This design comes from an exercise in tuning for small area, a short achievable clock period and few clock cycles per item on the open sky130 flow, not from production work. Where RTL was checked, it was by simulation tests only, not by an equivalence proof against the original. Function not checked in runs 1 to 5: the RTL went through the layout flow alone. Power and IR drop assume default switching activity.

==> design/flow/design.v <==
module frame_cipher (
    input  wire        clk,
    input  wire        rst,           
    input  wire        in_valid,
    output wire        in_ready,
    input  wire [63:0] in_raw,
    input  wire [3:0]  in_len,
    output reg         out_valid,
    output wire [1:0]  out_status,    
    output reg         out_bypass,
    output reg         out_marker_ok,
    output wire        out_sum_ok,
    output wire        out_accept,
    output reg  [63:0] out_d,
    output wire [7:0]  out_opcode,
    output wire [15:0] out_value,
    output wire [1:0]  out_kind
);
    localparam [63:0] KEY    = 64'hC4C6C092_4023DC96;    
    localparam [63:0] SUBC   = 64'h844756D6_07939356;    
    function [2:0] perm;
        input [2:0] j;
        case (j)
            3'd0: perm = 3'd2;
            3'd1: perm = 3'd4;
            3'd2: perm = 3'd0;
            3'd3: perm = 3'd7;
            3'd4: perm = 3'd1;
            3'd5: perm = 3'd6;
            3'd6: perm = 3'd5;
            default: perm = 3'd3;
        endcase
    endfunction
    function [7:0] lane;
        input [63:0] w;
        input [2:0]  i;
        lane = w[63 - 8*i -: 8];
    endfunction
    reg [63:0] t1;
    integer j;
    always @(*) begin
        for (j = 0; j < 8; j = j + 1)
            t1[63 - 8*j -: 8] = lane(in_raw, perm(j[2:0])) ^ lane(KEY, j[2:0]);
    end
    wire [63:0] t2 = {t1[2:0], t1[63:3]};
    reg [63:0] t3;
    integer i;
    always @(*) begin
        for (i = 0; i < 8; i = i + 1)
            t3[63 - 8*i -: 8] = lane(t2, i[2:0]) - lane(SUBC, i[2:0]);
    end
    wire [3:0] bypass_copy;
    genvar q;
    generate
        for (q = 0; q < 4; q = q + 1) begin : mode_
            frame_cipher_is_marker u_is_marker (.v(lane(in_raw, 3'd4)), .y(bypass_copy[q]));
        end
    endgenerate
    wire [63:0] d;
    assign d[63:48] = bypass_copy[0] ? in_raw[63:48] : t3[63:48];
    assign d[47:32] = bypass_copy[1] ? in_raw[47:32] : t3[47:32];
    assign d[31:16] = bypass_copy[2] ? in_raw[31:16] : t3[31:16];
    assign d[15:0]  = bypass_copy[3] ? in_raw[15:0]  : t3[15:0];
    wire marker_ok = bypass_copy[1] | (lane(t2, 3'd4) == 8'h14);
    wire [7:0] sum_bits_plain, sum_bits_dec;
    frame_cipher_sum_test #(.K(8'h00)) sum_test_plain (
        .a(lane(in_raw, 3'd0)), .b(lane(in_raw, 3'd1)),
        .c(lane(in_raw, 3'd2)), .d(lane(in_raw, 3'd3)), .eq(sum_bits_plain));
    frame_cipher_sum_test #(.K(8'h4B)) sum_test_dec (
        .a(lane(t2, 3'd0)), .b(lane(t2, 3'd1)),
        .c(lane(t2, 3'd2)), .d(lane(t2, 3'd3)), .eq(sum_bits_dec));
    wire [7:0] sum_bits  = bypass_copy[2] ? sum_bits_plain : sum_bits_dec;
    wire [3:0] sum_pairs = sum_bits[7:4] & sum_bits[3:0];
    wire len_ok = (in_len == 4'd8);
    assign in_ready = 1'b1;
    always @(posedge clk) begin
        if (rst)
            out_valid <= 1'b0;
        else
            out_valid <= in_valid;
    end
    reg       len_ok_q;
    reg [3:0] sum_pairs_q;
    always @(posedge clk) begin
        len_ok_q      <= len_ok;
        out_bypass    <= bypass_copy[3];
        out_marker_ok <= marker_ok;
        sum_pairs_q   <= sum_pairs;
        out_d         <= d;
    end
    assign out_sum_ok = &sum_pairs_q;
    assign out_accept = out_marker_ok & out_sum_ok;
    assign out_status = {~len_ok_q, len_ok_q & ~out_accept};
    assign out_opcode = out_d[63:56];
    assign out_value  = out_d[55:40];
    reg [1:0] kind;
    always @(*) begin
        case (out_opcode)
            8'h42:   kind = 2'd0;
            8'h50:   kind = 2'd1;
            8'h41:   kind = 2'd2;
            default: kind = 2'd3;
        endcase
    end
    assign out_kind = kind;
endmodule
module frame_cipher_sum_test #(
    parameter [7:0] K = 8'h00
) (
    input  wire [7:0] a,
    input  wire [7:0] b,
    input  wire [7:0] c,
    input  wire [7:0] d,
    output wire [7:0] eq
);
    localparam [7:0] M = K - 8'd1;
    wire [7:0] p, s1, ce, x, xy, cn;
    wire [7:0] c1, y;         
    genvar i;
    generate
        for (i = 0; i < 8; i = i + 1) begin : bit_
            frame_cipher_xor2 u_p  (.a(a[i]), .b(b[i]), .y(p[i]));
            frame_cipher_xor2 u_s1 (.a(p[i]), .b(c[i]), .y(s1[i]));
            if (i < 7) begin : carry_out
                frame_cipher_maj3 u_g (.a(a[i]), .b(b[i]), .c(c[i]), .y(c1[i+1]));
            end
            if (i == 0) begin : first
                frame_cipher_xnor2 u_x (.a(s1[0]), .b(d[0]), .y(x[0]));
                frame_cipher_and2n u_y (.a(s1[0]), .bn(d[0]), .y(y[1]));
                if (M[0]) begin : one
                    assign eq[0] = x[0];
                end else begin : zero
                    frame_cipher_xor2 u_eq (.a(s1[0]), .b(d[0]), .y(eq[0]));
                end
            end else begin : next
                frame_cipher_xnor2 u_ce (.a(c1[i]), .b(d[i]), .y(ce[i]));
                frame_cipher_xor2  u_x  (.a(s1[i]), .b(ce[i]), .y(x[i]));
                if (i < 7) begin : carry_out
                    frame_cipher_maj3n u_y (.a(s1[i]), .b(c1[i]), .cn(d[i]), .y(y[i+1]));
                end
                frame_cipher_xor2 u_xy (.a(x[i]), .b(y[i]), .y(xy[i]));
                if (i == 1) begin : second
                    if (M[0]) begin : no_carry
                        if (M[1]) begin : one
                            assign eq[1] = xy[1];
                        end else begin : zero
                            frame_cipher_xnor2 u_eq (.a(x[1]), .b(y[1]), .y(eq[1]));
                        end
                    end else begin : carry
                        if (M[1]) begin : one
                            frame_cipher_xor2 u_eq (.a(xy[1]), .b(x[0]), .y(eq[1]));
                        end else begin : zero
                            frame_cipher_xnor2 u_eq (.a(xy[1]), .b(x[0]), .y(eq[1]));
                        end
                    end
                end else begin : later
                    if (M[i-1]) begin : and_
                        frame_cipher_nand2 u_cn (.a(x[i-1]), .b(y[i-1]), .y(cn[i]));
                    end else begin : or_
                        frame_cipher_nor2 u_cn (.a(x[i-1]), .b(y[i-1]), .y(cn[i]));
                    end
                    if (M[i]) begin : one
                        frame_cipher_xnor2 u_eq (.a(xy[i]), .b(cn[i]), .y(eq[i]));
                    end else begin : zero
                        frame_cipher_xor2 u_eq (.a(xy[i]), .b(cn[i]), .y(eq[i]));
                    end
                end
            end
        end
    endgenerate
endmodule
module frame_cipher_is_marker (input wire [7:0] v, output wire y);
    wire hi0, hi1, lo0, lo1, n0, n1;
    frame_cipher_nor2  u_hi0 (.a(v[7]), .b(v[6]), .y(hi0));
    frame_cipher_nor2  u_hi1 (.a(v[5]), .b(v[4]), .y(hi1));
    frame_cipher_and2  u_lo0 (.a(v[3]), .b(v[2]), .y(lo0));
    frame_cipher_and2n u_lo1 (.a(v[0]), .bn(v[1]), .y(lo1));
    frame_cipher_nand2 u_n0  (.a(hi0), .b(hi1), .y(n0));
    frame_cipher_nand2 u_n1  (.a(lo0), .b(lo1), .y(n1));
    frame_cipher_nor2  u_y   (.a(n0), .b(n1), .y(y));
endmodule
module frame_cipher_nand2 (input wire a, input wire b, output wire y);
    assign y = ~(a & b);
endmodule
module frame_cipher_nor2 (input wire a, input wire b, output wire y);
    assign y = ~(a | b);
endmodule
module frame_cipher_and2n (input wire a, input wire bn, output wire y);
    assign y = a & ~bn;
endmodule
module frame_cipher_and2 (input wire a, input wire b, output wire y);
    assign y = a & b;
endmodule
module frame_cipher_xor2 (input wire a, input wire b, output wire y);
    assign y = a ^ b;
endmodule
module frame_cipher_xnor2 (input wire a, input wire b, output wire y);
    assign y = ~(a ^ b);
endmodule
module frame_cipher_maj3 (input wire a, input wire b, input wire c, output wire y);
    assign y = (a & b) | (a & c) | (b & c);
endmodule
module frame_cipher_maj3n (input wire a, input wire b, input wire cn, output wire y);
    assign y = (a & b) | ((a | b) & ~cn);
endmodule
==> design/flow/flow/run.sh <==
#!/bin/bash
# The standard layout, with the port buffers made from a small buffer cell
# instead of the delay buffer buffer_ports picks by default, and a clock tree
# of larger sink clusters without dummy loads.
set -euo pipefail
bash standard.sh 'BUFFER_PORTS_ARGS=-buffer_cell sky130_fd_sc_hd__buf_1' \
  'CTS_ARGS=-sink_clustering_enable -repair_clock_nets -dont_use_dummy_load -sink_clustering_size 30 -buf_list sky130_fd_sc_hd__clkbuf_8' \
  finish > standard_flow.log 2>&1
==> design/flow/standard.sh <==
#!/bin/bash
# synth_recipe.tcl (not shown) runs the flow's synth.tcl, then flattens the netlist and writes it again
# the make line also repeats each setting of config.mk as NAME=value (left out here)
make -C /OpenROAD-flow-scripts/flow DESIGN_CONFIG=/design/flow/config.mk WORK_HOME=/design/flow/orfs CLKGATE_MAP_FILE= SYNTH_SCRIPT=/design/flow/synth_recipe.tcl "${@:-finish}"
==> design/flow/config.mk <==
export PLATFORM = sky130hd
export DESIGN_NAME = frame_cipher
export DESIGN_NICKNAME = frame_cipher
export VERILOG_FILES = /design/flow/design.v
export SDC_FILE = /design/flow/constraint.sdc
export NUM_CORES = 4
export LEC_CHECK = 0
export CAP_MARGIN = 20
export CORE_MARGIN = 2
export CORE_UTILIZATION = 40
export SETUP_SLACK_MARGIN = 3.5
export SLEW_MARGIN = 20
export SYNTH_HIERARCHICAL = 1
export SYNTH_MINIMUM_KEEP_SIZE = 0
==> design/flow/constraint.sdc <==
create_clock -name core_clock -period 6.0 [get_ports {clk}]
set_input_delay 1.2000 -clock core_clock [delete_from_list [all_inputs] [get_ports {clk}]]
set_output_delay 1.2000 -clock core_clock [all_outputs]
set_load 0.01 [all_outputs]
==> results of run 1 <==
==> per-module statistics from Yosys, one instance, submodules excluded, a selection <==
module              flip-flops and latches  cell area (µm²)  times used
frame_cipher                            72             3296           1
frame_cipher_maj3n                       0            15.01          12
frame_cipher_and2n                       0            13.76           6
frame_cipher_maj3                        0            11.26          14
frame_cipher_xnor2                       0            8.758          24
frame_cipher_xor2                        0            8.758          66
frame_cipher_and2                        0            6.256           4
frame_cipher_nand2                       0            3.754          17
frame_cipher_nor2                        0            3.754          15
==> cell type report <==
| type | instances | area, µm² | area share [%] |
|---|---|---|---|
| clock buffers | 9 | 123.9 | 2.184 |
| well taps | 143 | 178.9 | 3.154 |
| flip-flops and latches | 72 | 1444 | 25.45 |
| inverters | 32 | 122.6 | 2.161 |
| multi-input cells | 399 | 3020 | 53.24 |
| repair buffers | 173 | 783.3 | 13.81 |
==> placed cells by master (no fill, tap or decap), types with 9 or more instances in the layout <==
master / instances
buf_1: 132
nand2_1: 76
xor2_1: 73
dfxtp_1: 70
o21ai_0: 48
xnor2_1: 39
inv_1: 27
maj3_2: 26
nor2_1: 19
mux2_2: 15
buf_2: 12
buf_4: 10
ha_1: 9
xor2_2: 9
xnor2_2: 9
clkbuf_8: 9
==> power by group through the flow <==
stage,registers [mW],logic [mW],clock network (mW)
floorplan,0.582,0.289,0
global placement,0.562,0.426,0
detailed placement,0.563,0.429,0
CTS,0.553,0.437,0.308
global route,0.559,0.504,0.325
finish,0.553,0.462,0.293
==> state kept, by name (all words and copies together) (netlist names) <==
name and cells:
out_d 64, len_ok_q 1, out_valid 1, out_marker_ok 1, sum_pairs_q 4, out_bypass 1
==> cell families (layout without fill, tap and decap cells) <==
family | count (synthesis) | count (layout)
and+or+nand+nor | 143 | 143
buffers and inverters | 72 | 214
adders and majority gates | 35 | 35
xor gates and xnor gates | 130 | 130
DFF | 72 | 72
AOI/OAI and AO/OA | 75 | 75
other | 1 | 1
muxes | 15 | 15
==> metrics by stage <==
| stage | setup slack (ns) | util (%) |
|---|---|---|
| 2_1_floorplan | 3.514 | - |
| 3_3_place_gp | 2.806 | 46.09 |
| 3_5_place_dp | 2.734 | 46.09 |
| 4_1_cts | 3.456 | 47.86 |
| 5_1_grt | 3.421 | 49.68 |
| 6_report | 3.478 | 49.68 |
==> worst max-delay path by stage <==
stage               start             end
2_1_floorplan  in_raw[31]  sum_pairs_q[1]
3_3_place_gp   in_raw[24]       out_d[32]
3_5_place_dp   in_raw[24]       out_d[32]
4_1_cts         out_d[63]     out_kind[1]
5_1_grt         out_d[63]     out_kind[1]
6_report        out_d[63]     out_kind[1]
==> metal layers <==
layer | track usage [%] | part of all wire, %
met1 | 25.85 | 45
met2 | 33.70 | 48
met3 | 4.246 | 5.4
met4 | 6.748 | 2.0
met5 | 0 | 0
==> what timing repair did <==
| action | in CTS | in global routing |
|---|---|---|
| gates resized for setup | 36 | 62 |
| buffers inserted | 2 | 1 |
| setup endpoints to repair | 27 | 12 |
| pin swaps | 4 | 35 |
==> metrics.cfg, run 1 <==
[sta]
period_share_pct=42.04
setup_viol=0
fmax_mhz=396.5
slew_headroom_pct=57.62
period_minus_slack_ns=2.522
tns_ns=0
whs_ns=0.9922
slew_viol_final=0
report.final.hold_viol_count=0
worstMarginPinSlew_ns=0.6342
rsz0062_at_grt=yes

[clock_tree]
cts.clk_slew.worst_paths_ns=0.07
cts_buffers=9
ctsHoldBuffers=0
clkSinkCount=72
cts_tree=built
cts_buffer_depth=2
cts_root_buffer=clkbuf_8
cts_max_level=3

[synth]
synth-compound-area-share_pct=9.120
synth_top_family_by_area=XOR/XNOR gates
avgSynthCellArea_um2=8.590
ys_seq_elements=72
syn_nets=623
synthesis.area_mm2=0.004664
synthArstFlopShare_pct=0
post-synth-top-count-cell=xor2_1
synth_top_area_share_pct=30.90
synthMuxAreaShare_pct=3.621
synth_warnings=7
synth_fa_ha_area_share_pct=8.691
synth_edf_count=0
synth_area_leader_cell=dfxtp_1
synth-simple-area-share_pct=15.18
seq_area_frac_synth_pct=30.90
yosys-top-cells-count=xor2_1, nand2_1, dfxtp_1
netlist_instances=543
yosys_most_used_dff=dfxtp_1
ys_top_cells_by_area=dfxtp_1, xor2_1, xnor2_1
synth.distinct_cells=41
synth-xor-area-share_pct=24.41

[worst_setup_path]
crit_family=simple AND/OR/NAND/NOR gates
critPathLaunchType=flop
crit_path_cell_trace=nor4_4, and2_4, nand2_1, buf_2
cp_num_cells=4
critPathSlowestCell=dfxtp_2
path_class=flop to primary output
cp_max_fo=2
timing.critical_path.arrival_ns=1.32
cp-end-kind=primary output
required_ns=4.80
path_buf_inv=1
slowest_delay_ns=0.33

[cells_and_area]
fillers=1146
synthToLayoutAreaGrowth_pct=21.62
antennaDiodeCount=0
fin_cells=828
fin_nets=767
layout-drive-gt1-share_pct=19.56
fin_area_mm2=0.005673

[routing]
ant_nets=0
drc=0
via_per_inst=4.746
wl_um=12680
drtIter0Drc=152
dr.pass1.iters=4
wl_per_cell_um=15.32
num_vias=3930

[global_route]
antenna_found_initial=0
grt_max_degree=32
grt_pass1_vias=3801
grt_pass1_wl_um=19760
grt_overflow=0
grt_usage_pct=20.11

[power]
total_power_mw=1.308
p_sw_share_pct=33.71
p_seq_share_pct=42.3
comb_power_share_pct=35.3
power.leakage_nw=2.245
power_density_mw_per_mm2=230.5
ir_drop_mv=0.1622
net-switching-power_uw=440.9
internal_power_uw=866.9
p_clk_share_pct=22.4

[worst_hold_path]
hold_end=out_valid
hold_depth=2
holdCritStartpoint=rst
min_path_type=input pin to flop

[floorplan]
die_h_um=112.0
rows=39
initial_core_util_pct=40.85
core_area_mm2=0.01142
io_pins=169
die_w_um=112.0
fp.dieArea_mm2=0.01254

[place]
dp_hpwl_um=9824
post-place-cells=816
place.gp.congestion=0.9243
dpl-instance-area_mm2=0.005263
io_buffer_count=167

[status]
status=finished clean

[flow_run]
maxCapViolCount=0

==> inputs of run 2 (changes only) <==
--- a/design/flow/design.v
+++ b/design/flow/design.v
@@ -14,7 +14,7 @@
     output reg  [63:0] out_d,
     output wire [7:0]  out_opcode,
     output wire [15:0] out_value,
-    output wire [1:0]  out_kind
+    output reg  [1:0]  out_kind
 );
     localparam [63:0] KEY    = 64'hC4C6C092_4023DC96;    
     localparam [63:0] SUBC   = 64'h844756D6_07939356;    
@@ -71,6 +71,18 @@
         .c(lane(t2, 3'd2)), .d(lane(t2, 3'd3)), .eq(sum_bits_dec));
     wire [7:0] sum_bits  = bypass_copy[2] ? sum_bits_plain : sum_bits_dec;
     wire [3:0] sum_pairs = sum_bits[7:4] & sum_bits[3:0];
+    function [1:0] classify;
+        input [7:0] op;
+        input [7:0] offset;
+        begin
+            if (op == 8'h42 + offset)      classify = 2'd0;
+            else if (op == 8'h50 + offset) classify = 2'd1;
+            else if (op == 8'h41 + offset) classify = 2'd2;
+            else                           classify = 2'd3;
+        end
+    endfunction
+    wire [1:0] kind = bypass_copy[0] ? classify(lane(in_raw, 3'd0), 8'h00)
+                                     : classify(lane(t2, 3'd0), lane(SUBC, 3'd0));
     wire len_ok = (in_len == 4'd8);
     assign in_ready = 1'b1;
     always @(posedge clk) begin
@@ -87,22 +99,13 @@
         out_marker_ok <= marker_ok;
         sum_pairs_q   <= sum_pairs;
         out_d         <= d;
+        out_kind      <= kind;
     end
     assign out_sum_ok = &sum_pairs_q;
     assign out_accept = out_marker_ok & out_sum_ok;
     assign out_status = {~len_ok_q, len_ok_q & ~out_accept};
     assign out_opcode = out_d[63:56];
     assign out_value  = out_d[55:40];
-    reg [1:0] kind;
-    always @(*) begin
-        case (out_opcode)
-            8'h42:   kind = 2'd0;
-            8'h50:   kind = 2'd1;
-            8'h41:   kind = 2'd2;
-            default: kind = 2'd3;
-        endcase
-    end
-    assign out_kind = kind;
 endmodule
 module frame_cipher_sum_test #(
     parameter [7:0] K = 8'h00
==> run 2 against run 1 <==
Effect of this change: via count grew 5.7%; clock-buffer cell count stayed put; synthesized area rose by 3.1%; sequential power is 2% higher; combinational power is 2% higher; critical endpoint is now out_kind[0]; largest cell class unchanged.
==> metrics.cfg, run 2 <==
[status]
status=finished clean

[worst_setup_path]
critPathLaunchType=input pin
slowest_delay_ns=0.33  ; about the same
path_class=input pin to flop
crit_top_cell=nand2_1
required_ns=6.20  ; +1.40 ns
path_buf_inv=1  ; unchanged
crit_path_cell_trace=buf_2, nor2b_4, nand2_1, nor2_4, nand2_1, nor4_1, a32oi_1
cp_max_fo=14  ; +12
critPathSlowestCell=nor4_1
crit_family=simple AND/OR/NAND/NOR gates
timing.critical_path.arrival_ns=2.68  ; +1.36 ns
cp-end-kind=flop

[clock_tree]
clkSinkCount=74  ; +2.8%
cts_buffers=9  ; unchanged
cts_root_buffer=clkbuf_8
cts_max_level=3  ; unchanged
cts_tree=built
cts.clk_slew.worst_paths_ns=0.06  ; about the same
ctsHoldBuffers=0  ; unchanged
cts_buffer_depth=2  ; unchanged

[routing]
drc=0  ; unchanged
via_per_inst=4.894  ; +3.1%
drtIter0Drc=234  ; +54%
wl_um=13460  ; +6.1%
wl_per_cell_um=15.85  ; +3.5%
dr.pass1.iters=4  ; unchanged
num_vias=4155  ; +5.7%
ant_nets=0  ; unchanged

[power]
ir_drop_mv=0.09918  ; -39%
power_density_mw_per_mm2=224.6  ; -2.6%
net-switching-power_uw=441.7  ; +0.17%
power.leakage_nw=2.357  ; +5.0%
p_clk_share_pct=22.0  ; -0.4 points
p_seq_share_pct=42.5  ; +0.2 points
internal_power_uw=885.0  ; +2.1%
comb_power_share_pct=35.5  ; +0.2 points
p_sw_share_pct=33.29  ; -0.42 points

[global_route]
antenna_found_initial=0  ; unchanged
grt_pass1_wl_um=20230  ; +2.4%
grt_pass1_vias=3886  ; +2.2%
grt_usage_pct=20.16  ; +0.043 points
grt_max_degree=32  ; unchanged
grt_overflow=0  ; unchanged

[synth]
synth_warnings=7  ; unchanged
synth_top_area_share_pct=30.80  ; -0.10 points
synth_edf_count=0  ; unchanged
ys_seq_elements=74  ; +2.8%
post-synth-top-count-cell=xor2_1
synthesis.area_mm2=0.004810  ; +3.1%
ys_top_cells_by_area=dfxtp_1, xor2_1, xnor2_1
synth.distinct_cells=45  ; +9.8%
avgSynthCellArea_um2=8.666  ; +0.88%
yosys-top-cells-count=xor2_1, dfxtp_1, nand2_1
synthArstFlopShare_pct=0  ; unchanged
yosys_most_used_dff=dfxtp_1
synth_area_leader_cell=dfxtp_1
syn_nets=638  ; +2.4%
seq_area_frac_synth_pct=30.80  ; -0.10 points
netlist_instances=555  ; +2.2%

[floorplan]
rows=40  ; +2.6%
core_area_mm2=0.01186  ; +3.9%
io_pins=169  ; unchanged
fp.dieArea_mm2=0.01292  ; +3.0%
die_h_um=113.7  ; +1.5%
initial_core_util_pct=40.55  ; -0.30 points
die_w_um=113.7  ; +1.5%

[cells_and_area]
antennaDiodeCount=0  ; unchanged
final_cell_mix=buf_1, xor2_1, dfxtp_1, nand2_1, o21ai_0
regMostFlops=out_d
final_common_cell=buf_1
top_regs=out_d x64, sum_pairs_q x4, out_kind x2
layout-drive-gt1-share_pct=20.66  ; +1.1 points
largest_reg_flops=64  ; unchanged
fin_nets=787  ; +2.6%
synthToLayoutAreaGrowth_pct=22.79
fin_area_mm2=0.005906  ; +4.1%

[sta]
rsz0062_at_grt=yes
report.final.hold_viol_count=0  ; unchanged
setup_viol=0  ; unchanged
slew_viol_final=0  ; unchanged
fmax_mhz=402.1  ; +1.4%
worstMarginPinSlew_ns=0.5763  ; -0.05793 ns
period_share_pct=41.45  ; -0.59 points
tns_ns=0  ; unchanged
period_minus_slack_ns=2.487  ; -0.03519 ns
slew_headroom_pct=61.54  ; +3.9 points

[place]
dpl-instance-area_mm2=0.005403  ; +2.7%
place.gp.congestion=0.8523  ; -7.8%
io_buffer_count=167  ; unchanged
dp_hpwl_um=10100  ; +2.8%

[worst_hold_path]
min_path_type=input pin to flop

[flow_run]
maxCapViolCount=0  ; unchanged

run 2: power by group through the flow:
| stage | sequential (mW) | clock (mW) | combinational, mW |
|---|---|---|---|
| after floorplan | 0.594 | 0 | 0.295 |
| after global placement | 0.573 | 0 | 0.430 |
| after detailed placement | 0.574 | 0 | 0.435 |
| after CTS | 0.564 | 0.305 | 0.443 |
| after global routing | 0.569 | 0.322 | 0.517 |
| final | 0.563 | 0.292 | 0.472 |
run 2: path summary, 6_finish.rpt:
| kind | from | endpoint | depth (start not counted) |
|---|---|---|---|
| max | in_raw[24] | out_kind[0] | 7 |
| min | in_len[1] | len_ok_q | 2 |
run 2: kinds of logic after synthesis:
family,count (synthesis),share of synthesized area (%)
flops,74,30.80
fa+ha+maj,38,9.209
other cells,1,0.07797
simple gates,139,14.44
xor+xnor,131,23.86
buf+inv,77,8.142
mux,18,4.162
compound gates,77,9.313
run 2: metal layers:
metal,part of all wire (%),track usage [%],vias to the layer above
met5,0,0,-
met4,1.5,6.179,0
met3,6.9,3.613,12
met2,47,33.45,159
met1,44,26.77,1911
li1,-,-,2073
run 2: stage by stage:
step           power (mW)  hold slack [ns]  std cells  setup WS [ns]  util (%)
6_report            1.327            1.016        849          3.513     49.79
5_1_grt             1.408            1.016        849          3.427     49.79
4_1_cts             1.312            1.006        839          3.500     47.28
3_5_place_dp        1.009            1.369        829          2.543     45.55
3_3_place_gp        1.003            1.361        829          2.690     45.55
2_1_floorplan      0.8894            1.272        555          3.421         -
run 2: cell type report:
cell class / instances / area, µm²
Fill cell: 1151 / 5956
Multi-Input combinational cell: 406 / 3124
Sequential cell: 74 / 1481
Timing Repair Buffer: 178 / 835.8
Tap cell: 147 / 183.9
Inverter: 35 / 156.4
Clock buffer: 9 / 123.9
run 2: modules after synthesis (local to each module, per instance), a selection:
module / flip-flops and latches / cells / area, µm²
frame_cipher: 74 / 383 / 3441
frame_cipher_maj3n: 0 / 2 / 15.01
frame_cipher_and2n: 0 / 1 / 13.76
frame_cipher_maj3: 0 / 1 / 11.26
frame_cipher_xnor2: 0 / 1 / 8.758
frame_cipher_xor2: 0 / 1 / 8.758
frame_cipher_and2: 0 / 1 / 6.256
frame_cipher_nand2: 0 / 1 / 3.754
frame_cipher_nor2: 0 / 1 / 3.754
run 2: what timing repair did:
item                                   CTS  global route
setup buffers                            0             9
endpoints found under the hold margin    0             0
pin swaps                                7            29
resized for setup                       45            57
setup endpoints to repair               61             8
cloned                                   1             1
==> inputs of run 3 (changes only) <==
--- a/design/flow/design.v
+++ b/design/flow/design.v
@@ -14,7 +14,7 @@
     output reg  [63:0] out_d,
     output wire [7:0]  out_opcode,
     output wire [15:0] out_value,
-    output reg  [1:0]  out_kind
+    output wire [1:0]  out_kind
 );
     localparam [63:0] KEY    = 64'hC4C6C092_4023DC96;    
     localparam [63:0] SUBC   = 64'h844756D6_07939356;    
@@ -49,19 +49,10 @@
         for (i = 0; i < 8; i = i + 1)
             t3[63 - 8*i -: 8] = lane(t2, i[2:0]) - lane(SUBC, i[2:0]);
     end
-    wire [3:0] bypass_copy;
-    genvar q;
-    generate
-        for (q = 0; q < 4; q = q + 1) begin : mode_
-            frame_cipher_is_marker u_is_marker (.v(lane(in_raw, 3'd4)), .y(bypass_copy[q]));
-        end
-    endgenerate
-    wire [63:0] d;
-    assign d[63:48] = bypass_copy[0] ? in_raw[63:48] : t3[63:48];
-    assign d[47:32] = bypass_copy[1] ? in_raw[47:32] : t3[47:32];
-    assign d[31:16] = bypass_copy[2] ? in_raw[31:16] : t3[31:16];
-    assign d[15:0]  = bypass_copy[3] ? in_raw[15:0]  : t3[15:0];
-    wire marker_ok = bypass_copy[1] | (lane(t2, 3'd4) == 8'h14);
+    wire        bypass;
+    frame_cipher_is_marker u_is_marker (.v(lane(in_raw, 3'd4)), .y(bypass));
+    wire [63:0] d      = bypass ? in_raw : t3;
+    wire marker_ok = bypass | (lane(t2, 3'd4) == 8'h14);
     wire [7:0] sum_bits_plain, sum_bits_dec;
     frame_cipher_sum_test #(.K(8'h00)) sum_test_plain (
         .a(lane(in_raw, 3'd0)), .b(lane(in_raw, 3'd1)),
@@ -69,20 +60,8 @@
     frame_cipher_sum_test #(.K(8'h4B)) sum_test_dec (
         .a(lane(t2, 3'd0)), .b(lane(t2, 3'd1)),
         .c(lane(t2, 3'd2)), .d(lane(t2, 3'd3)), .eq(sum_bits_dec));
-    wire [7:0] sum_bits  = bypass_copy[2] ? sum_bits_plain : sum_bits_dec;
+    wire [7:0] sum_bits  = bypass ? sum_bits_plain : sum_bits_dec;
     wire [3:0] sum_pairs = sum_bits[7:4] & sum_bits[3:0];
-    function [1:0] classify;
-        input [7:0] op;
-        input [7:0] offset;
-        begin
-            if (op == 8'h42 + offset)      classify = 2'd0;
-            else if (op == 8'h50 + offset) classify = 2'd1;
-            else if (op == 8'h41 + offset) classify = 2'd2;
-            else                           classify = 2'd3;
-        end
-    endfunction
-    wire [1:0] kind = bypass_copy[0] ? classify(lane(in_raw, 3'd0), 8'h00)
-                                     : classify(lane(t2, 3'd0), lane(SUBC, 3'd0));
     wire len_ok = (in_len == 4'd8);
     assign in_ready = 1'b1;
     always @(posedge clk) begin
@@ -95,17 +74,26 @@
     reg [3:0] sum_pairs_q;
     always @(posedge clk) begin
         len_ok_q      <= len_ok;
-        out_bypass    <= bypass_copy[3];
+        out_bypass    <= bypass;
         out_marker_ok <= marker_ok;
         sum_pairs_q   <= sum_pairs;
         out_d         <= d;
-        out_kind      <= kind;
     end
     assign out_sum_ok = &sum_pairs_q;
     assign out_accept = out_marker_ok & out_sum_ok;
     assign out_status = {~len_ok_q, len_ok_q & ~out_accept};
     assign out_opcode = out_d[63:56];
     assign out_value  = out_d[55:40];
+    reg [1:0] kind;
+    always @(*) begin
+        case (out_opcode)
+            8'h42:   kind = 2'd0;
+            8'h50:   kind = 2'd1;
+            8'h41:   kind = 2'd2;
+            default: kind = 2'd3;
+        endcase
+    end
+    assign out_kind = kind;
 endmodule
 module frame_cipher_sum_test #(
     parameter [7:0] K = 8'h00
==> run 3 against run 2 <==
Effect of this change: worst setup slack got worse by 0.0023 ns; non-clock buffer count fell by 5; global-route usage fell by 0.48 points; via count fell by 7.1%; sequential power fell by 2%; wire length fell by 9.8%; largest cell class unchanged.
==> metrics.cfg, run 3 <==
[status]
status=finished clean

[sta]
worstMarginPinSlew_ns=0.5965  ; +0.02024 ns
tns_ns=0  ; unchanged
slew_viol_final=0  ; unchanged
rsz0062_at_grt=yes
period_minus_slack_ns=2.489  ; +0.002330 ns
whs_ns=1.002  ; -0.01363 ns
fmax_mhz=401.7  ; about the same
setup_viol=0  ; unchanged
setup_slack_ns=3.511  ; -0.002330 ns
period_share_pct=41.49  ; about the same
report.final.hold_viol_count=0  ; unchanged
slew_headroom_pct=60.23  ; -1.3 points

[worst_hold_path]
min_path_type=input pin to flop
holdCritStartpoint=rst

[floorplan]
core_area_mm2=0.01127  ; -5.0%
io_pins=169  ; unchanged
initial_core_util_pct=40.50  ; -0.045 points
die_h_um=110.8  ; -2.5%
rows=39  ; -2.5%
fp.dieArea_mm2=0.01228  ; -4.9%
die_w_um=110.8  ; -2.5%

[routing]
num_vias=3858  ; -7.1%
ant_nets=0  ; unchanged
wl_um=12130  ; -9.8%
wl_per_cell_um=14.92  ; -5.9%
via_per_inst=4.745  ; -3.0%
dr.pass1.iters=4  ; unchanged
drtIter0Drc=115  ; -51%
drc=0  ; unchanged

[worst_setup_path]
cp_max_fo=9  ; -5
path_class=input pin to flop
cp-end-kind=flop
timing.critical_path.arrival_ns=2.77  ; +0.09 ns
required_ns=6.28  ; +0.08 ns
crit_end=sum_pairs_q[2]
critPathLaunchType=input pin
crit_start=in_raw[56]

[global_route]
grt_overflow=0  ; unchanged
grt_usage_pct=19.68  ; -0.48 points
antenna_found_initial=0  ; unchanged
grt_pass1_wl_um=19190  ; -5.2%
grt_max_degree=47  ; +47%
grt_pass1_vias=3803  ; -2.1%

[cells_and_area]
largest_reg_flops=64  ; unchanged
synthToLayoutAreaGrowth_pct=21.07
layout-drive-gt1-share_pct=18.66  ; -2.0 points
fin_nets=752  ; -4.4%
fin_cells=813  ; -4.2%
fin_area_mm2=0.005528  ; -6.4%
final_common_cell=buf_1
top_regs=out_d x64, sum_pairs_q x4
regMostFlops=out_d
antennaDiodeCount=0  ; unchanged
fin_util_pct=49.04  ; -0.75 points
final_cell_mix=buf_1, nand2_1, xor2_1, dfxtp_1, o21ai_0

[synth]
ys_top_cells_by_area=dfxtp_1, xor2_1, xnor2_1
synth_top_area_share_pct=31.57  ; +0.77 points
netlist_instances=526  ; -5.2%
seq_area_frac_synth_pct=31.57  ; +0.77 points
synthArstFlopShare_pct=0  ; unchanged
syn_nets=606  ; -5.0%
post-synth-top-count-cell=xor2_1
synthesis.area_mm2=0.004566  ; -5.1%
synth_edf_count=0  ; unchanged
yosys_most_used_dff=dfxtp_1
synth_area_leader_cell=dfxtp_1
yosys-top-cells-count=xor2_1, dfxtp_1, nand2_1
ys_seq_elements=72  ; -2.7%
avgSynthCellArea_um2=8.680  ; +0.16%
synth_warnings=7  ; unchanged
synth.distinct_cells=47  ; +4.4%

[place]
io_buffer_count=167  ; unchanged
dpl-instance-area_mm2=0.005146  ; -4.7%
post-place-cells=798  ; -3.7%
pre_cts_ws_ns=2.511  ; -0.03262 ns
dp_hpwl_um=9314  ; -7.8%
place.gp.congestion=0.8152  ; -4.4%

[power]
power.leakage_nw=2.195  ; -6.9%
power_density_mw_per_mm2=233.3  ; +3.9%
total_power_mw=1.290  ; -2.8%
ir_drop_mv=0.1423  ; +43%

[clock_tree]
cts_tree=built
cts_max_level=3  ; unchanged
clkSinkCount=72  ; -2.7%
cts_root_buffer=clkbuf_8
ctsHoldBuffers=0  ; unchanged
cts_buffers=9  ; unchanged
cts.clk_slew.worst_paths_ns=0.06  ; about the same
cts_buffer_depth=2  ; unchanged

[flow_run]
maxCapViolCount=0  ; unchanged

[run 3: worst min-delay path by stage]
stage	to	slack (ns)	depth (start not counted)
floorplan	out_valid	1.27	1
global placement	out_valid	1.36	2
detailed placement	out_valid	1.36	2
CTS	out_valid	0.98	2
global route	out_valid	1.0	2
finish	out_valid	1.00	2
[run 3: cell type report]
class,instances,area [µm²]
Tap cell,143,178.9
Sequential cell,72,1443
Multi-Input combinational cell,382,2897
Fill cell,1142,5744
Inverter,34,130.1
Timing Repair Buffer,173,755.7
Clock buffer,9,123.9
[run 3: layer usage]
layer	GRT usage, %	up-vias	routed length, µm
met4	5.667	0	177
met1	25.37	1778	5512
met5	0	-	0
li1	-	1963	-
met3	4.374	11	611
met2	33.09	106	5831
[run 3: repair_timing]
action / 4_1_cts / 5_1_grt
pin swaps: 1 / 32
buffers inserted: 3 / 1
resized for setup: 28 / 51
setup endpoints to repair: 63 / 23
gates cloned: 2 / 0
[run 3: cell families after synthesis]
group                      synth area share, %
adders and majority gates                8.879
xor gates and xnor gates                 24.94
and+or+nand+nor                          12.72
other                                  0.08214
muxes                                    3.453
DFF                                      31.57
buffers and inverters                    8.385
AOI/OAI and AO/OA                        9.975
[run 3: power breakdown]
| group | leakage, nW | internal [mW] | switching, mW |
|---|---|---|---|
| combinational | 1.52 | 0.193 | 0.249 |
| sequential | 0.606 | 0.533 | 0.0199 |
| clock | 0.0647 | 0.134 | 0.161 |
| total | 2.20 | 0.860 | 0.430 |
[run 3: per-module statistics from Yosys, one instance, submodules excluded, a selection]
module / area, µm² / flip-flops and latches / cells / times used
frame_cipher: 3313 / 72 / 375 / 1
frame_cipher_and2: 6.256 / 0 / 1 / 1
frame_cipher_and2n: 13.76 / 0 / 1 / 3
frame_cipher_maj3: 11.26 / 0 / 1 / 14
frame_cipher_maj3n: 15.01 / 0 / 2 / 12
frame_cipher_nand2: 3.754 / 0 / 1 / 11
frame_cipher_nor2: 3.754 / 0 / 1 / 6
frame_cipher_xnor2: 8.758 / 0 / 1 / 24
frame_cipher_xor2: 8.758 / 0 / 1 / 66
[run 3: critical path: stages]
cell     delay [ns]
buf_1          0.45
maj3_2         0.33
xnor2_1        0.13
xor2_1         0.22
nand2_1        0.10
xnor2_1        0.15
nand3_1        0.09
o21ai_1        0.10
==> inputs of run 4 (changes only) <==
==> design/flow/flow/run.sh (replaced) <==
#!/bin/bash
# The standard layout, with the port buffers made from a small buffer cell
# instead of the delay buffer buffer_ports picks by default, and a clock tree
# of larger sink clusters without dummy loads.
set -euo pipefail
bash standard.sh 'BUFFER_PORTS_ARGS=-buffer_cell sky130_fd_sc_hd__buf_1' \
  'CTS_ARGS=-sink_clustering_enable -repair_clock_nets -dont_use_dummy_load -sink_clustering_size 30 -buf_list {sky130_fd_sc_hd__clkbuf_4 sky130_fd_sc_hd__clkbuf_8}' \
  finish > standard_flow.log 2>&1
==> run 4 against run 3 <==
Effect of this change: fmax did not move; first-iteration DRC count is the same; worst hold slack unchanged; power stayed put; core utilization stayed put; largest power group unchanged; largest cell class unchanged; global-route usage is the same.
==> metrics.cfg, run 4 <==
[cells_and_area]
final_common_cell=buf_1
fillers=1142  ; unchanged
fin_nets=752  ; unchanged
synthToLayoutAreaGrowth_pct=21.07  ; unchanged
regArea_mm2=0.001443  ; unchanged
top_regs=out_d x64, sum_pairs_q x4
antennaDiodeCount=0  ; unchanged
largest_reg_flops=64  ; unchanged
multiInputGateArea_mm2=0.002897  ; unchanged
final_cell_mix=buf_1, nand2_1, xor2_1, dfxtp_1, o21ai_0
regMostFlops=out_d
layout-drive-gt1-share_pct=18.66  ; unchanged
fin_cells=813  ; unchanged

[global_route]
grt_pass1_vias=3803  ; unchanged
antenna_found_initial=0  ; unchanged
grt_pass1_wl_um=19190  ; unchanged
grt_overflow=0  ; unchanged
use_met2_pct=33.09  ; unchanged
grt_use_met1_pct=25.37  ; unchanged
grt_max_degree=47  ; unchanged
met3_usage_pct=4.374  ; unchanged
grt_usage_pct=19.68  ; unchanged
top_usage_layer=met2

[synth]
synthesis.area_mm2=0.004566  ; unchanged
post-synth-top-count-cell=xor2_1
synth_top_area_share_pct=31.57  ; unchanged
synthArstFlopShare_pct=0  ; unchanged
synth_warnings=7  ; unchanged
ys_top_cells_by_area=dfxtp_1, xor2_1, xnor2_1
avgSynthCellArea_um2=8.680  ; unchanged
seq_area_frac_synth_pct=31.57  ; unchanged
yosys-top-cells-count=xor2_1, dfxtp_1, nand2_1
yosys_most_used_dff=dfxtp_1
netlist_instances=526  ; unchanged
synth_edf_count=0  ; unchanged
ys_seq_elements=72  ; unchanged
synth.distinct_cells=47  ; unchanged
syn_nets=606  ; unchanged
synth_area_leader_cell=dfxtp_1

[worst_hold_path]
min_path_type=input pin to flop
hold_depth=2  ; unchanged

[worst_setup_path]
required_ns=6.28  ; about the same
cp_max_fo=9  ; unchanged
path_class=input pin to flop
timing.critical_path.arrival_ns=2.77  ; about the same
critPathLaunchType=input pin
cp-end-kind=flop

[sta]
slew_viol_final=0  ; unchanged
report.final.hold_viol_count=0  ; unchanged
rsz0062_at_grt=yes
tns_ns=0  ; unchanged
fmax_mhz=401.7  ; unchanged
setup_viol=0  ; unchanged
period_share_pct=41.49  ; unchanged
period_minus_slack_ns=2.489  ; unchanged
slew_headroom_pct=60.23  ; unchanged
worstMarginPinSlew_ns=0.5965  ; unchanged

[power]
power.leakage_nw=2.195  ; unchanged
ir_drop_mv=0.1423  ; unchanged
power_density_mw_per_mm2=233.3  ; unchanged

[floorplan]
initial_core_util_pct=40.50  ; unchanged
die_h_um=110.8  ; unchanged
die_w_um=110.8  ; unchanged
core_area_mm2=0.01127  ; unchanged
rows=39  ; unchanged
fp.dieArea_mm2=0.01228  ; unchanged
io_pins=169  ; unchanged

[routing]
wl_um=12130  ; unchanged
wl_per_cell_um=14.92  ; unchanged
via_per_inst=4.745  ; unchanged
drtIter0Drc=115  ; unchanged
ant_nets=0  ; unchanged
drc=0  ; unchanged
dr.pass1.iters=4  ; unchanged
num_vias=3858  ; unchanged

[clock_tree]
clkSinkCount=72  ; unchanged
cts_max_level=3  ; unchanged
cts.clk_slew.worst_paths_ns=0.06  ; about the same
cts_root_buffer=clkbuf_8
cts_buffer_depth=2  ; unchanged
ctsHoldBuffers=0  ; unchanged
cts_buffers=9  ; unchanged
cts_tree=built

[place]
dp_hpwl_um=9314  ; unchanged
io_buffer_count=167  ; unchanged
post-place-cells=798  ; unchanged
place.gp.congestion=0.8152  ; unchanged

[flow_run]
maxCapViolCount=0  ; unchanged

[status]
status=finished clean

==> run 4: layout make-up <==
class	instances	share of cell area [%]
multi-input cells	382	52.40
flip-flops and latches	72	26.10
repair buffers	173	13.67
well taps	143	3.237
inverters	34	2.354
clock buffers	9	2.241
==> run 4: worst max-delay path, cell delays in order <==
cell and delay [ns]:
buf_1 0.45, maj3_2 0.33, xnor2_1 0.13, xor2_1 0.22, nand2_1 0.10, xnor2_1 0.15
nand3_1 0.09, o21ai_1 0.10
==> run 4: power breakdown <==
group | switching (mW) | total [mW] | internal [mW]
Clock | 0.161 | 0.295 | 0.134
Combinational | 0.249 | 0.442 | 0.193
Sequential | 0.0199 | 0.553 | 0.533
Total | 0.430 | 1.29 | 0.860
==> run 4: cells by family (layout without fill, tap and decap cells) <==
group | after synthesis | after routing | share of synthesized area, %
AND/OR/NAND/NOR | 123 | 125 | 12.72
multiplexers | 14 | 14 | 3.453
flip-flops | 72 | 72 | 31.57
adder cells (fa/ha/maj) | 35 | 35 | 8.879
XOR/XNOR | 130 | 130 | 24.94
other | 1 | 1 | 0.08214
buffers and inverters | 74 | 216 | 8.385
AO/OA/AOI/OAI | 77 | 77 | 9.975
==> run 4: per-stage QoR <==
| step | utilization [%] | power (mW) | hold WS [ns] | worst slack, ns | instance area [µm²] |
|---|---|---|---|---|---|
| detailed placement | 45.65 | 0.9807 | 1.365 | 2.511 | 5146 |
| CTS | 47.46 | 1.283 | 0.9846 | 3.504 | 5350 |
| floorplan | - | 0.8677 | 1.272 | 3.504 | 4573 |
| global route | 49.04 | 1.366 | 0.9967 | 3.400 | 5528 |
| finish | 49.04 | 1.290 | 1.002 | 3.511 | 5528 |
| global placement | 45.65 | 0.9751 | 1.356 | 2.571 | 5146 |
==> run 4: per-module statistics from Yosys (local to each module, per instance), excerpt <==
module,flip-flops and latches,times used,cells inside,cell area [µm²]
frame_cipher_and2,0,1,1,6.256
frame_cipher_and2n,0,3,1,13.76
frame_cipher,72,1,375,3313
frame_cipher_maj3,0,14,1,11.26
frame_cipher_maj3n,0,12,2,15.01
frame_cipher_xnor2,0,24,1,8.758
frame_cipher_xor2,0,66,1,8.758
frame_cipher_nor2,0,6,1,3.754
frame_cipher_nand2,0,11,1,3.754
==> run 4: per-layer routing <==
layer | vias up | share of wire [%]
met3 | 11 | 5.0
met4 | 0 | 1.5
met1 | 1778 | 45
met2 | 106 | 48
met5 | - | 0
li1 | 1963 | -
==> run 4: path summary, 6_finish.rpt <==
kind,start,endpoint
max,in_raw[56],sum_pairs_q[2]
min,rst,out_valid
==> run 4: repair_timing <==
action	4_1_cts	5_1_grt
setup buffers	3	1
resized for setup	28	51
endpoints found under the setup margin	63	23
pin swaps	1	32
endpoints found under the hold margin	0	0
cloned	2	0
==> inputs of run 5 (changes only) <==
==> design/flow/flow/run.sh (replaced) <==
#!/bin/bash
# The standard layout, with the port buffers made from a small buffer cell
# instead of the delay buffer buffer_ports picks by default, and a clock tree
# of larger sink clusters without dummy loads.
set -euo pipefail
bash standard.sh 'BUFFER_PORTS_ARGS=-buffer_cell sky130_fd_sc_hd__buf_1' \
  'CTS_ARGS=-sink_clustering_enable -repair_clock_nets -dont_use_dummy_load -sink_clustering_size 30 -buf_list sky130_fd_sc_hd__clkbuf_4 -root_buf sky130_fd_sc_hd__clkbuf_8' \
  finish > standard_flow.log 2>&1
==> run 5 against run 4 <==
Effect of this change: still clean; core utilization did not move; power did not move; final cell count did not move; worst hold slack did not move; clock-buffer cell count did not move; sequential share of layout area did not move; non-clock buffer count did not move.
==> metrics.cfg, run 5 <==
[routing]
met3_length_um=611  ; unchanged
maxUsedRoutingLayer=met4
num_vias=3858  ; unchanged
wl_per_cell_um=14.92  ; unchanged
dr.pass1.iters=4  ; unchanged
via_per_inst=4.745  ; unchanged
drtIter0Drc=115  ; unchanged
drc=0  ; unchanged
m1WireLength_um=5512  ; unchanged
wl_met2_um=5831  ; unchanged
wl_um=12130  ; unchanged
ant_nets=0  ; unchanged

[worst_setup_path]
path_class=input pin to flop
cp-end-kind=flop
timing.critical_path.arrival_ns=2.77  ; about the same
critPathLaunchType=input pin
cp_max_fo=9  ; unchanged
required_ns=6.28  ; about the same

[cells_and_area]
final_cell_mix=buf_1, nand2_1, xor2_1, dfxtp_1, o21ai_0
fin_cells=813  ; unchanged
largest_reg_flops=64  ; unchanged
synthToLayoutAreaGrowth_pct=21.07  ; unchanged
fin_nets=752  ; unchanged
fillers=1142  ; unchanged
fin_area_mm2=0.005528  ; unchanged
regMostFlops=out_d
final_common_cell=buf_1
layout-drive-gt1-share_pct=18.66  ; unchanged
antennaDiodeCount=0  ; unchanged
top_regs=out_d x64, sum_pairs_q x4

[power]
p_seq_share_pct=42.9  ; about the same
p_clk_share_pct=22.9  ; about the same
power.leakage_nw=2.195  ; unchanged
total_power_mw=1.290  ; unchanged
p_sw_share_pct=33.33  ; unchanged
comb_power_share_pct=34.3  ; about the same
net-switching-power_uw=429.9  ; unchanged
power_density_mw_per_mm2=233.3  ; unchanged
internal_power_uw=859.9  ; unchanged
ir_drop_mv=0.1423  ; unchanged

[global_route]
grt_max_degree=47  ; unchanged
grt_pass1_wl_um=19190  ; unchanged
grt_overflow=0  ; unchanged
grt_usage_pct=19.68  ; unchanged
antenna_found_initial=0  ; unchanged
grt_pass1_vias=3803  ; unchanged

[synth]
synth_edf_count=0  ; unchanged
synth_fa_ha_area_share_pct=8.879  ; unchanged
synth-compound-area-share_pct=9.975  ; unchanged
synth_top_area_share_pct=31.57  ; unchanged
netlist_instances=526  ; unchanged
ys_top_cells_by_area=dfxtp_1, xor2_1, xnor2_1
seq_area_frac_synth_pct=31.57  ; unchanged
synth_warnings=7  ; unchanged
yosys-top-cells-count=xor2_1, dfxtp_1, nand2_1
synth_area_leader_cell=dfxtp_1
synth_top_family_by_area=XOR/XNOR gates
synth.distinct_cells=47  ; unchanged
avgSynthCellArea_um2=8.680  ; unchanged
post-synth-top-count-cell=xor2_1
yosys_most_used_dff=dfxtp_1
synth-simple-area-share_pct=12.72  ; unchanged
synthesis.area_mm2=0.004566  ; unchanged
syn_nets=606  ; unchanged
ys_seq_elements=72  ; unchanged
synth-xor-area-share_pct=24.94  ; unchanged
synthMuxAreaShare_pct=3.453  ; unchanged
synthArstFlopShare_pct=0  ; unchanged

[sta]
report.final.hold_viol_count=0  ; unchanged
setup_viol=0  ; unchanged
rsz0062_at_grt=yes
slew_viol_final=0  ; unchanged
slew_headroom_pct=60.23  ; unchanged
fmax_mhz=401.7  ; unchanged
worstMarginPinSlew_ns=0.5965  ; unchanged
period_minus_slack_ns=2.489  ; unchanged
tns_ns=0  ; unchanged
period_share_pct=41.49  ; unchanged

[status]
status=finished clean

[clock_tree]
ctsHoldBuffers=0  ; unchanged
cts_root_buffer=clkbuf_8
cts_max_level=3  ; unchanged
cts_buffers=9  ; unchanged
cts.clk_slew.worst_paths_ns=0.06  ; about the same
cts_buffer_depth=2  ; unchanged
cts_tree=built
clkSinkCount=72  ; unchanged

[floorplan]
core_area_mm2=0.01127  ; unchanged
die_w_um=110.8  ; unchanged
initial_core_util_pct=40.50  ; unchanged
rows=39  ; unchanged
die_h_um=110.8  ; unchanged
io_pins=169  ; unchanged
fp.dieArea_mm2=0.01228  ; unchanged

[place]
post-place-cells=798  ; unchanged
dp_hpwl_um=9314  ; unchanged
dpl-instance-area_mm2=0.005146  ; unchanged
io_buffer_count=167  ; unchanged
place.gp.congestion=0.8152  ; unchanged

[flow_run]
maxCapViolCount=0  ; unchanged

[worst_hold_path]
min_path_type=input pin to flop

[run 5: layout make-up]
| type | instances | area [µm²] | area share, % |
|---|---|---|---|
| multi-input cells | 382 | 2897 | 52.40 |
| repair buffers | 173 | 755.7 | 13.67 |
| inverters | 34 | 130.1 | 2.354 |
| clock buffers | 9 | 123.9 | 2.241 |
| flip-flops and latches | 72 | 1443 | 26.10 |
| well taps | 143 | 178.9 | 3.237 |
[run 5: modules after synthesis, one instance, submodules excluded, a selection]
module,cells,flops+latches,area (µm²)
frame_cipher_maj3,1,0,11.26
frame_cipher_maj3n,2,0,15.01
frame_cipher,375,72,3313
frame_cipher_nor2,1,0,3.754
frame_cipher_xnor2,1,0,8.758
frame_cipher_and2n,1,0,13.76
frame_cipher_and2,1,0,6.256
frame_cipher_xor2,1,0,8.758
frame_cipher_nand2,1,0,3.754
[run 5: power groups by stage]
stage | Sequential (mW) | Combinational (mW) | Clock [mW]
after detailed placement | 0.563 | 0.418 | 0
final | 0.553 | 0.442 | 0.295
after CTS | 0.553 | 0.424 | 0.305
after global placement | 0.563 | 0.412 | 0
after global routing | 0.558 | 0.485 | 0.323
after floorplan | 0.582 | 0.286 | 0
[run 5: metrics by stage]
step                util (%)  hold WS (ns)  setup WS, ns
floorplan                  -         1.272         3.504
global placement       45.65         1.356         2.571
detailed placement     45.65         1.365         2.511
CTS                    47.46        0.9846         3.504
global route           49.04        0.9967         3.400
finish                 49.04         1.002         3.511
[run 5: final timing paths]
| check | startpoint | to | slack [ns] | cells past startpoint |
|---|---|---|---|---|
| setup / recovery | in_raw[56] | sum_pairs_q[2] | 3.51 | 8 |
| hold / removal | rst | out_valid | 1.00 | 2 |
[run 5: worst max-delay path, stage by stage]
cell     delay [ns]
buf_1          0.45
maj3_2         0.33
xnor2_1        0.13
xor2_1         0.22
nand2_1        0.10
xnor2_1        0.15
nand3_1        0.09
o21ai_1        0.10
[run 5: per-layer routing]
metal	global-route usage [%]	up-vias
li1	-	1963
met1	25.37	1778
met2	33.09	106
met3	4.374	11
met4	5.667	0
met5	0	-
[run 5: kinds of logic (layout without fill, tap and decap cells)]
kind of cell	after synthesis	after routing
xor+xnor	130	130
simple gates	123	125
compound gates	77	77
buf+inv	74	216
flops	72	72
fa+ha+maj	35	35
mux	14	14
other cells	1	1
[run 5: repair_timing]
item,4_1_cts,5_1_grt
pin swaps,1,32
resized for setup,28,51
endpoints found under the setup margin,63,23
endpoints found under the hold margin,0,0
gates cloned,2,0
setup buffers,3,1
==> inputs of run 6 (changes only) <==
--- a/design/flow/design.v
+++ b/design/flow/design.v
@@ -18,6 +18,7 @@
 );
     localparam [63:0] KEY    = 64'hC4C6C092_4023DC96;    
     localparam [63:0] SUBC   = 64'h844756D6_07939356;    
+    localparam [7:0]  MARKER = 8'h0D;
     function [2:0] perm;
         input [2:0] j;
         case (j)
@@ -49,8 +50,7 @@
         for (i = 0; i < 8; i = i + 1)
             t3[63 - 8*i -: 8] = lane(t2, i[2:0]) - lane(SUBC, i[2:0]);
     end
-    wire        bypass;
-    frame_cipher_is_marker u_is_marker (.v(lane(in_raw, 3'd4)), .y(bypass));
+    wire        bypass = (lane(in_raw, 3'd4) == MARKER);
     wire [63:0] d      = bypass ? in_raw : t3;
     wire marker_ok = bypass | (lane(t2, 3'd4) == 8'h14);
     wire [7:0] sum_bits_plain, sum_bits_dec;
@@ -160,16 +160,6 @@
         end
     endgenerate
 endmodule
-module frame_cipher_is_marker (input wire [7:0] v, output wire y);
-    wire hi0, hi1, lo0, lo1, n0, n1;
-    frame_cipher_nor2  u_hi0 (.a(v[7]), .b(v[6]), .y(hi0));
-    frame_cipher_nor2  u_hi1 (.a(v[5]), .b(v[4]), .y(hi1));
-    frame_cipher_and2  u_lo0 (.a(v[3]), .b(v[2]), .y(lo0));
-    frame_cipher_and2n u_lo1 (.a(v[0]), .bn(v[1]), .y(lo1));
-    frame_cipher_nand2 u_n0  (.a(hi0), .b(hi1), .y(n0));
-    frame_cipher_nand2 u_n1  (.a(lo0), .b(lo1), .y(n1));
-    frame_cipher_nor2  u_y   (.a(n0), .b(n1), .y(y));
-endmodule
 module frame_cipher_nand2 (input wire a, input wire b, output wire y);
     assign y = ~(a & b);
 endmodule
==> run 6 against run 5 <==
Effect of this change: via count rose by 2.1%; sequential cell count unchanged; highest routed layer unchanged; fmax grew 0.23%; sequential share of layout area is 0.29 points higher; critical endpoint unchanged; critical path depth is 1 higher; synthesized cell count rose by 2.3%; synthesized area fell by 1.3%; still clean; worst hold slack worse by 0.017 ns; worst setup slack improved by 0.0057 ns; core utilization grew 0.95 points; wire length grew 7.4%; first-iteration DRC count is 23% higher.
==> metrics.cfg, run 6 <==
[cells_and_area]
final_common_cell=buf_1
top_regs=out_d x64, sum_pairs_q x4
fin_nets=760  ; +1.1%
fillers=1076  ; -5.8%
layout-drive-gt1-share_pct=16.52  ; -2.1 points
fin_util_pct=49.99  ; +0.95 points
largest_reg_flops=64  ; unchanged
multiInputGateArea_mm2=0.002788  ; -3.8%
fin_area_mm2=0.005466  ; -1.1%
regArea_mm2=0.001443  ; unchanged
synthToLayoutAreaGrowth_pct=21.36
final_cell_mix=buf_1, nand2_1, dfxtp_1, xor2_1, xnor2_1
regMostFlops=out_d
antennaDiodeCount=0  ; unchanged

[power]
comb_power_share_pct=35.1  ; +0.8 points
internal_power_uw=861.9  ; +0.23%
power_density_mw_per_mm2=238.0  ; +2.0%
power.leakage_nw=2.301  ; +4.8%
net-switching-power_uw=439.4  ; +2.2%
p_clk_share_pct=22.5  ; -0.4 points
ir_drop_mv=0.1061  ; -25%
total_power_mw=1.301  ; +0.89%
p_seq_share_pct=42.4  ; -0.5 points
p_sw_share_pct=33.77  ; +0.43 points

[synth]
synth.distinct_cells=45  ; -4.3%
synth_top_area_share_pct=32.00  ; +0.43 points
seq_area_frac_synth_pct=32.00  ; +0.43 points
synth_warnings=7  ; unchanged
avgSynthCellArea_um2=8.372  ; -3.5%
yosys_most_used_dff=dfxtp_1
netlist_instances=538  ; +2.3%
synth_area_leader_cell=dfxtp_1
yosys-top-cells-count=xor2_1, nand2_1, dfxtp_1
synthArstFlopShare_pct=0  ; unchanged
ys_top_cells_by_area=dfxtp_1, xor2_1, xnor2_1
post-synth-top-count-cell=xor2_1
synth_edf_count=0  ; unchanged
ys_seq_elements=72  ; unchanged
syn_nets=618  ; +2.0%
synthesis.area_mm2=0.004504  ; -1.3%

[flow_run]
maxCapViolCount=0  ; unchanged

[clock_tree]
cts_root_buffer=clkbuf_8
clkSinkCount=72  ; unchanged
cts_max_level=3  ; unchanged
cts.clk_slew.worst_paths_ns=0.09  ; +0.03 ns
cts_tree=built
cts_buffer_depth=2  ; unchanged
cts_buffers=9  ; unchanged

[routing]
ant_nets=0  ; unchanged
wl_per_cell_um=15.92  ; +6.7%
dr.pass1.iters=4  ; unchanged
via_per_inst=4.817  ; +1.5%
num_vias=3940  ; +2.1%
wl_um=13030  ; +7.4%
drtIter0Drc=141  ; +23%
drc=0  ; unchanged

[floorplan]
io_pins=169  ; unchanged
die_h_um=110.1  ; -0.65%
initial_core_util_pct=41.19  ; +0.69 points
core_area_mm2=0.01094  ; -3.0%
fp.dieArea_mm2=0.01213  ; -1.3%
rows=38  ; -2.6%
die_w_um=110.1  ; -0.65%

[sta]
fmax_mhz=402.6  ; +0.23%
period_minus_slack_ns=2.484  ; -0.005680 ns
rsz0062_at_grt=yes
tns_ns=0  ; unchanged
slew_viol_final=0  ; unchanged
whs_ns=0.9847  ; -0.01747 ns
period_share_pct=41.39  ; -0.095 points
report.final.hold_viol_count=0  ; unchanged
setup_viol=0  ; unchanged

[place]
io_buffer_count=167  ; unchanged
dpl-instance-area_mm2=0.005026  ; -2.3%
place.gp.congestion=0.9137  ; +12%
dp_hpwl_um=9662  ; +3.7%

[worst_setup_path]
crit_path_cell_trace=clkbuf_4, xor2_1, xor2_1, buf_4, maj3_2, xor2_1, xnor2_1, nand3_1, nand2_1
crit_family=XOR/XNOR gates
cp-end-kind=flop
cp_max_fo=7  ; -2
required_ns=6.27  ; about the same
critPathLaunchType=input pin
path_buf_inv=2  ; +1
critPathSlowestCell=maj3_2
crit_start=in_raw[40]
crit_top_cell=xor2_1
timing.critical_path.arrival_ns=2.75  ; -0.02 ns
slowest_delay_ns=0.31  ; -0.14 ns
path_class=input pin to flop

[status]
status=finished clean

[global_route]
grt_pass1_wl_um=19380  ; +1.0%
antenna_found_initial=0  ; unchanged
grt_overflow=0  ; unchanged
grt_usage_pct=21.36  ; +1.7 points
grt_pass1_vias=3779  ; -0.63%
grt_max_degree=62  ; +32%

[worst_hold_path]
holdCritStartpoint=rst
hold_depth=2  ; unchanged
hold_end=out_valid
min_path_type=input pin to flop

run 6: changes by cell type after synthesis, moves of 3 or more:
cell	delta
nand2_1	+5
a21oi_1	+24
a21boi_1	-3
nor2_1	+16
clkbuf_1	-3
o21ai_0	-20
xnor2_1	-4
buf_4	+4
nor3_1	+5
o21ai_1	-4
mux2_2	-14
nand2b_1	+4
o21a_1	+3
run 6: kinds of logic after synthesis:
group | Yosys count | synth area share, %
AOI/OAI and AO/OA | 72 | 9.278
adders and majority gates | 35 | 9.000
buffers and inverters | 77 | 9.389
and+or+nand+nor | 155 | 15.75
other | 1 | 0.08325
xor gates and xnor gates | 126 | 24.50
DFF | 72 | 32.00
run 6: worst max path at each step:
stage	end	slack, ns	depth (start not counted)
global route	out_kind[0]	3.47	4
floorplan	out_d[23]	3.46	7
global placement	out_d[23]	2.58	6
finish	sum_pairs_q[2]	3.52	9
detailed placement	out_d[23]	2.58	6
CTS	sum_pairs_q[0]	3.50	9
run 6: per-layer routing:
| metal | global-route usage, % | part of all wire (%) | vias to the layer above |
|---|---|---|---|
| met1 | 26.10 | 44 | 1810 |
| met5 | 0 | 0 | - |
| met4 | 6.250 | 1.7 | 0 |
| met2 | 37.03 | 48 | 131 |
| met3 | 5.350 | 5.5 | 14 |
| li1 | - | - | 1985 |
run 6: per-module statistics from Yosys, one instance, submodules excluded, excerpt:
module              cells  cell area [µm²]  times used
frame_cipher          394             3291           1
frame_cipher_maj3n      2            15.01          12
frame_cipher_and2n      1            13.76           2
frame_cipher_maj3       1            11.26          14
frame_cipher_xnor2      1            8.758          24
frame_cipher_xor2       1            8.758          66
frame_cipher_nand2      1            3.754           9
frame_cipher_nor2       1            3.754           3
run 6: through the flow:
step,setup WS (ns),instances
finish,3.516,818
global route,3.466,818
floorplan,3.464,538
CTS,3.501,817
detailed placement,2.580,805
global placement,2.580,805
run 6: power groups by stage:
stage | Combinational, mW | Sequential [mW] | Clock [mW]
4_1_cts | 0.439 | 0.552 | 0.302
5_1_grt | 0.504 | 0.557 | 0.325
3_3_place_gp | 0.420 | 0.561 | 0
3_5_place_dp | 0.423 | 0.561 | 0
2_1_floorplan | 0.287 | 0.581 | 0
6_report | 0.457 | 0.552 | 0.293
run 6: layout make-up:
cell class | instances | share of cell area (%)
clock buffer | 9 | 2.266
timing repair inverter | 1 | 0.1602
timing repair buffer | 171 | 14.10
tap | 140 | 3.204
multi-input combinational | 389 | 51.00
sequential | 72 | 26.39
inverter | 36 | 2.884
run 6: timing repair:
item                                    CTS  global route
gates resized for setup                  39            65
pin swaps                                 6            42
endpoints found under the setup margin   67             7
setup buffers                             2             1
gates cloned                              1             0
endpoints found under the hold margin     0             0
hold buffers                              0             0
Testbench counts of run 6, summed over its fixed seeds: cycles 12,008, items 12,000.
==> inputs of run 7 (changes only) <==
==> design/flow/flow/run.sh (replaced) <==
#!/bin/bash
# The standard layout, with the port buffers made from a small buffer cell
# instead of the delay buffer buffer_ports picks by default, and a clock tree
# of larger sink clusters without dummy loads.
set -euo pipefail
bash standard.sh 'BUFFER_PORTS_ARGS=-buffer_cell sky130_fd_sc_hd__buf_1' \
  'CTS_ARGS=-sink_clustering_enable -repair_clock_nets -dont_use_dummy_load -sink_clustering_size 30 -buf_list sky130_fd_sc_hd__clkbuf_4' \
  finish > standard_flow.log 2>&1
--- a/design/flow/config.mk
+++ b/design/flow/config.mk
@@ -7,8 +7,8 @@
 export LEC_CHECK = 0
 export CAP_MARGIN = 20
 export CORE_MARGIN = 2
-export CORE_UTILIZATION = 40
-export SETUP_SLACK_MARGIN = 3.5
+export CORE_UTILIZATION = 50
+export SETUP_SLACK_MARGIN = 3.6
 export SLEW_MARGIN = 20
 export SYNTH_HIERARCHICAL = 1
 export SYNTH_MINIMUM_KEEP_SIZE = 0
==> run 7 against run 6 <==
Effect of this change: critical endpoint is now out_kind[0]; clock-buffer cell count stayed put; sequential power is essentially flat; via count is 3.6% higher; power is 5.4% lower; synthesized cell count is the same.
==> metrics.cfg, run 7 <==
[sta]
fmax_mhz=393.1  ; -2.4%
slew_viol_final=0  ; unchanged
report.final.hold_viol_count=0  ; unchanged
tns_ns=0  ; unchanged
period_share_pct=42.40  ; +1.0 points
period_minus_slack_ns=2.544  ; +0.06052 ns

[worst_setup_path]
path_class=flop to primary output
cp-end-kind=primary output
cp_max_fo=3  ; -4
path_buf_inv=1  ; -1
crit_family=simple AND/OR/NAND/NOR gates
critPathLaunchType=flop
slowest_delay_ns=0.34  ; +0.03 ns
required_ns=4.80  ; -1.47 ns
critPathSlowestCell=dfxtp_2
timing.critical_path.arrival_ns=1.34  ; -1.41 ns

[global_route]
grt_pass1_vias=3786  ; +0.19%
grt_overflow=0  ; unchanged
grt_pass1_wl_um=19080  ; -1.6%
grt_max_degree=34  ; -45%

[synth]
synth_area_leader_cell=dfxtp_1
synth_top_area_share_pct=32.00  ; unchanged
post-synth-top-count-cell=xor2_1
netlist_instances=538  ; unchanged
ys_seq_elements=72  ; unchanged
avgSynthCellArea_um2=8.372  ; unchanged
syn_nets=618  ; unchanged
synthArstFlopShare_pct=0  ; unchanged
seq_area_frac_synth_pct=32.00  ; unchanged
synthesis.area_mm2=0.004504  ; unchanged
synth.distinct_cells=45  ; unchanged
yosys_most_used_dff=dfxtp_1
ys_top_cells_by_area=dfxtp_1, xor2_1, xnor2_1

[cells_and_area]
regMostFlops=out_d
synthToLayoutAreaGrowth_pct=23.28
final_common_cell=buf_1
layout-drive-gt1-share_pct=18.67  ; +2.1 points
fin_nets=773  ; +1.7%
largest_reg_flops=64  ; unchanged
fin_util_pct=63.67  ; +14 points
fin_area_mm2=0.005553  ; +1.6%
fin_cells=799  ; -2.3%
top_regs=out_d x64, sum_pairs_q x4

[routing]
dr.pass1.iters=5  ; +1
ant_nets=0  ; unchanged
drc=0  ; unchanged
wl_per_cell_um=15.80  ; -0.75%
num_vias=4083  ; +3.6%

[floorplan]
initial_core_util_pct=51.65  ; +10 points
rows=34  ; -11%
io_pins=169  ; unchanged
die_h_um=98.92  ; -10%
fp.dieArea_mm2=0.009784  ; -19%

[place]
pre_cts_ws_ns=1.983  ; -0.5970 ns
post-place-cells=772  ; -4.1%
dpl-instance-area_mm2=0.004979  ; -0.95%
dp_hpwl_um=9177  ; -5.0%
place.gp.congestion=0.8834  ; -3.3%

[clock_tree]
cts.clk_slew.worst_paths_ns=0.12  ; +0.03 ns
cts_root_buffer=clkbuf_4
cts_tree=built
cts_buffer_depth=2  ; unchanged
clkSinkCount=72  ; unchanged
cts_max_level=3  ; unchanged
cts_buffers=9  ; unchanged

[worst_hold_path]
holdCritStartpoint=rst
min_path_type=input pin to flop

[power]
power_density_mw_per_mm2=221.8  ; -6.8%
ir_drop_mv=0.1190  ; +12%

[flow_run]
maxCapViolCount=0  ; unchanged

[status]
status=finished clean

-- run 7: area by class of cell --
class / count / area, µm²
fill: 829 / 3168
multi-input combinational: 391 / 2810
sequential: 72 / 1448
timing repair buffer: 181 / 918.4
inverter: 36 / 153.9
tap: 108 / 135.1
clock buffer: 9 / 67.56
timing repair inverter: 2 / 20.02
-- run 7: worst paths after layout --
path                          end  slack [ns]  depth (start not counted)
worst min-delay path    out_valid        0.90                          2
worst max-delay path  out_kind[0]        3.46                          4
-- run 7: what timing repair did --
action	CTS	global route
setup endpoints to repair	71	15
pin swaps	14	44
resized for setup	51	72
buffers inserted	2	12
gates cloned	3	1
-- run 7: stage by stage --
step / power [mW] / hold WS [ns]
after floorplan: 0.8675 / 1.262
after global placement: 0.9808 / 1.358
after detailed placement: 0.9807 / 1.357
after CTS: 1.214 / 0.8970
after global routing: 1.307 / 0.9101
final: 1.232 / 0.9040
-- run 7: routing by layer --
| metal | part of all wire (%) | GRT usage (%) | wire (µm) |
|---|---|---|---|
| met5 | 0 | 0 | 0 |
| met4 | 1.8 | 8.957 | 233 |
| met3 | 6.8 | 4.681 | 861 |
| met2 | 48 | 41.48 | 6060 |
| met1 | 43 | 31.97 | 5472 |
-- run 7: kinds of logic (layout without fill, tap and decap cells) --
family	count (synthesis)	in the layout	synth area share, %
simple gates	155	157	15.75
xor+xnor	126	126	24.50
buf+inv	77	228	9.389
compound gates	72	72	9.278
flops	72	72	32.00
fa+ha+maj	35	35	9.000
other cells	1	1	0.08325
-- run 7: Yosys stat by module, one instance, submodules excluded, excerpt --
| module | flops+latches | times used | area [µm²] | cells inside |
|---|---|---|---|---|
| frame_cipher | 72 | 1 | 3291 | 394 |
| frame_cipher_and2n | 0 | 2 | 13.76 | 1 |
| frame_cipher_maj3 | 0 | 14 | 11.26 | 1 |
| frame_cipher_maj3n | 0 | 12 | 15.01 | 2 |
| frame_cipher_nand2 | 0 | 9 | 3.754 | 1 |
| frame_cipher_nor2 | 0 | 3 | 3.754 | 1 |
| frame_cipher_xnor2 | 0 | 24 | 8.758 | 1 |
| frame_cipher_xor2 | 0 | 66 | 8.758 | 1 |
-- run 7: where the power goes --
| group | internal (mW) | total [mW] | switching, mW |
|---|---|---|---|
| clock | 0.0698 | 0.219 | 0.149 |
| combinational | 0.201 | 0.459 | 0.258 |
| sequential | 0.534 | 0.553 | 0.0197 |
| total | 0.805 | 1.23 | 0.427 |
